Background: an optimization exercise with open tools, aiming at small area. Do not read the settings as production practice.
The RTL was checked by simulation tests, not by an equivalence proof against the original design.
Power is estimated from default activity; no workload was simulated.

## crcfr
module crcfr (
    input  wire        clk,
    input  wire        rst_n,     
    input  wire        sel,       
    input  wire        we,        
    input  wire [1:0]  size,      
    input  wire [5:0]  addr,      
    input  wire [31:0] wdata,
    output reg  [31:0] rdata,
    output wire        buserr,
    output wire        irq
);
    localparam [2:0] ST_IDLE = 3'd0, ST_RAW = 3'd1, ST_ENC = 3'd2, ST_DEC = 3'd3,
                     ST_SIGGEN = 3'd4, ST_SIGCHK = 3'd5;
    localparam [2:0] PH_NONE = 3'd0, PH_LEN = 3'd1, PH_TAG = 3'd2, PH_PAYLOAD = 3'd3,
                     PH_CRC = 3'd4, PH_SIG = 3'd5, PH_END = 3'd6;
    function [31:0] crc_byte;
        input [31:0] c;
        input [7:0]  b;
        integer k;
        reg [31:0] v;
        begin
            v = c ^ {24'd0, b};
            for (k = 0; k < 8; k = k + 1)
                v = v[0] ? ((v >> 1) ^ 32'hEDB88320) : (v >> 1);
            crc_byte = v;
        end
    endfunction
    function is_letter;
        input [7:0] b;
        begin
            is_letter = ~b[7] & b[6] & (|b[4:0]) & ~(b[4] & b[3] & (b[2] | (b[1] & b[0])));
        end
    endfunction
    function [7:0] sig_byte;
        input [2:0] i;
        begin
            case (i)
                3'd0: sig_byte = 8'h89;
                3'd1: sig_byte = 8'h50;
                3'd2: sig_byte = 8'h4E;
                3'd3: sig_byte = 8'h47;
                3'd4: sig_byte = 8'h0D;
                3'd5: sig_byte = 8'h0A;
  ...
clock: 12.0 ns
lec_check: 0
cap_margin: 20
core_margin: 2
core_utilization: 40
slew_margin: 20
standard.sh (not shown) runs the stock make flow with config.mk's settings and CLKGATE_MAP_FILE= SYNTH_SCRIPT=/design/flow/synth_recipe.tcl, a recipe that flattens the netlist after the stock synthesis.
==> flow/flow/run.sh <==
#!/bin/bash
# Own layout flow: the standard flow, except that
#  * synthesis maps the logic with an area-oriented ABC script (abc_area.script
#    here, no delay-driven buffering or upsizing) and without the full-adder
#    extraction; everything up to the flip-flop mapping is ORFS's synth.tcl as
#    the standard synthesis runs it, so the registers keep their names and cells;
#  * the port buffers are buf_1 cells and CTS inserts no dummy loads.
# Each tool's full output goes to a log file in the work folder.
set -euo pipefail
W=$PWD
F=$W/flow

# ORFS's synth.tcl with the ABC call replaced.
sed -e "s#log_cmd abc {\*}\$abc_args#log_cmd abc -script $F/abc_area.script {*}\$lib_args {*}\$lib_dont_use_args#" \
    "$FLOW_HOME/scripts/synth.tcl" > "$W/synth_own.tcl"
grep -q "abc -script $F/abc_area.script" "$W/synth_own.tcl"
# The standard flow's synthesis wrapper, sourcing that copy.
sed -e "s#source \$::env(SCRIPTS_DIR)/synth.tcl#source $W/synth_own.tcl#" \
    "$W/synth_recipe.tcl" > "$W/synth_recipe_own.tcl"
grep -q "source $W/synth_own.tcl" "$W/synth_recipe_own.tcl"
# standard.sh with that synthesis script.
sed -e "s#SYNTH_SCRIPT=[^ ]*#SYNTH_SCRIPT=$W/synth_recipe_own.tcl#" "$W/standard.sh" > "$W/standard_own.sh"
grep -q "synth_recipe_own.tcl" "$W/standard_own.sh"

EXTRA=(ADDER_MAP_FILE=
       "BUFFER_PORTS_ARGS=-buffer_cell sky130_fd_sc_hd__buf_1"
       "CTS_ARGS=-sink_clustering_enable -repair_clock_nets -dont_use_dummy_load")

bash "$W/standard_own.sh" "${EXTRA[@]}" synth > "$W/synth.log" 2>&1
bash "$W/standard.sh" "${EXTRA[@]}" finish > "$W/layout.log" 2>&1
==> flow/flow/abc_area.script <==
strash
&get -n
&st
&dch
&nf -R 1000
&put
topo
The first run completed without violations.
Then changed:
--- a/flow/flow/run.sh
+++ b/flow/flow/run.sh
@@ -6,3 +6,4 @@
 #    the standard synthesis runs it, so the registers keep their names and cells;
-#  * the port buffers are buf_1 cells and CTS inserts no dummy loads.
+#  * the port buffers are buf_1 cells; CTS builds the tree from clkbuf_4 cells
+#    and inserts no dummy loads.
 # Each tool's full output goes to a log file in the work folder.
@@ -26,3 +27,3 @@
        "BUFFER_PORTS_ARGS=-buffer_cell sky130_fd_sc_hd__buf_1"
-       "CTS_ARGS=-sink_clustering_enable -repair_clock_nets -dont_use_dummy_load")
+       "CTS_ARGS=-sink_clustering_enable -repair_clock_nets -dont_use_dummy_load -buf_list sky130_fd_sc_hd__clkbuf_4 -root_buf sky130_fd_sc_hd__clkbuf_4")
 
==> flow/flow/abc_area.script (replaced) <==
strash
&get -n
&st
&deepsyn -T 60 -S 7
&dch
&nf -p -R 1000
&put
topo
=> The new run finished clean. Wire length increases by 2.2%. Via count shrinks by 4.6%. Utilization decreases by 0.76 points. Non-clock buffer count drops by 5. Synthesized cell count falls by 11%. Setup slack improved by 0.42 ns. Power drops by 7.3%. Synthesized area is lower by 4.4%. Final area went down by 5.3%. Global-route usage came out higher by 3.4 points. Final cell count goes down by 7.2%.

==> separate check: timing with driven ports <==
How much do the figures lean on ideal ports? The routed layouts below were timed once more, with nothing changed but the port constraints. Step 1 assumes that a clkbuf_16 drives the clock port and a buf_2 every other input. Step 2 also shifts input and output timing later by t, the mid clock arrival at the registers, as if the neighbouring blocks saw the same clock. a / b / c = ideal / step 1 / step 2; a / b = the first two.
run	t (ns)	slack for setup (ns)	hold slack, ns	worst setup path after step 2	latest minus earliest clock arrival (ns)
the first run	0.603	1.040 / 1.074 / 0.471	0.480 / 0.480 / 0.480	input to register	0.028 / 0.028
the second run	0.771	1.457 / 1.485 / 0.714	0.488 / 0.488 / 0.488	input to register	0.081 / 0.080
After both steps setup and hold are still met in every run listed. The setup slack of the second run, which loses most, moves by +0.028 ns with the drivers and by -0.743 ns with both steps.
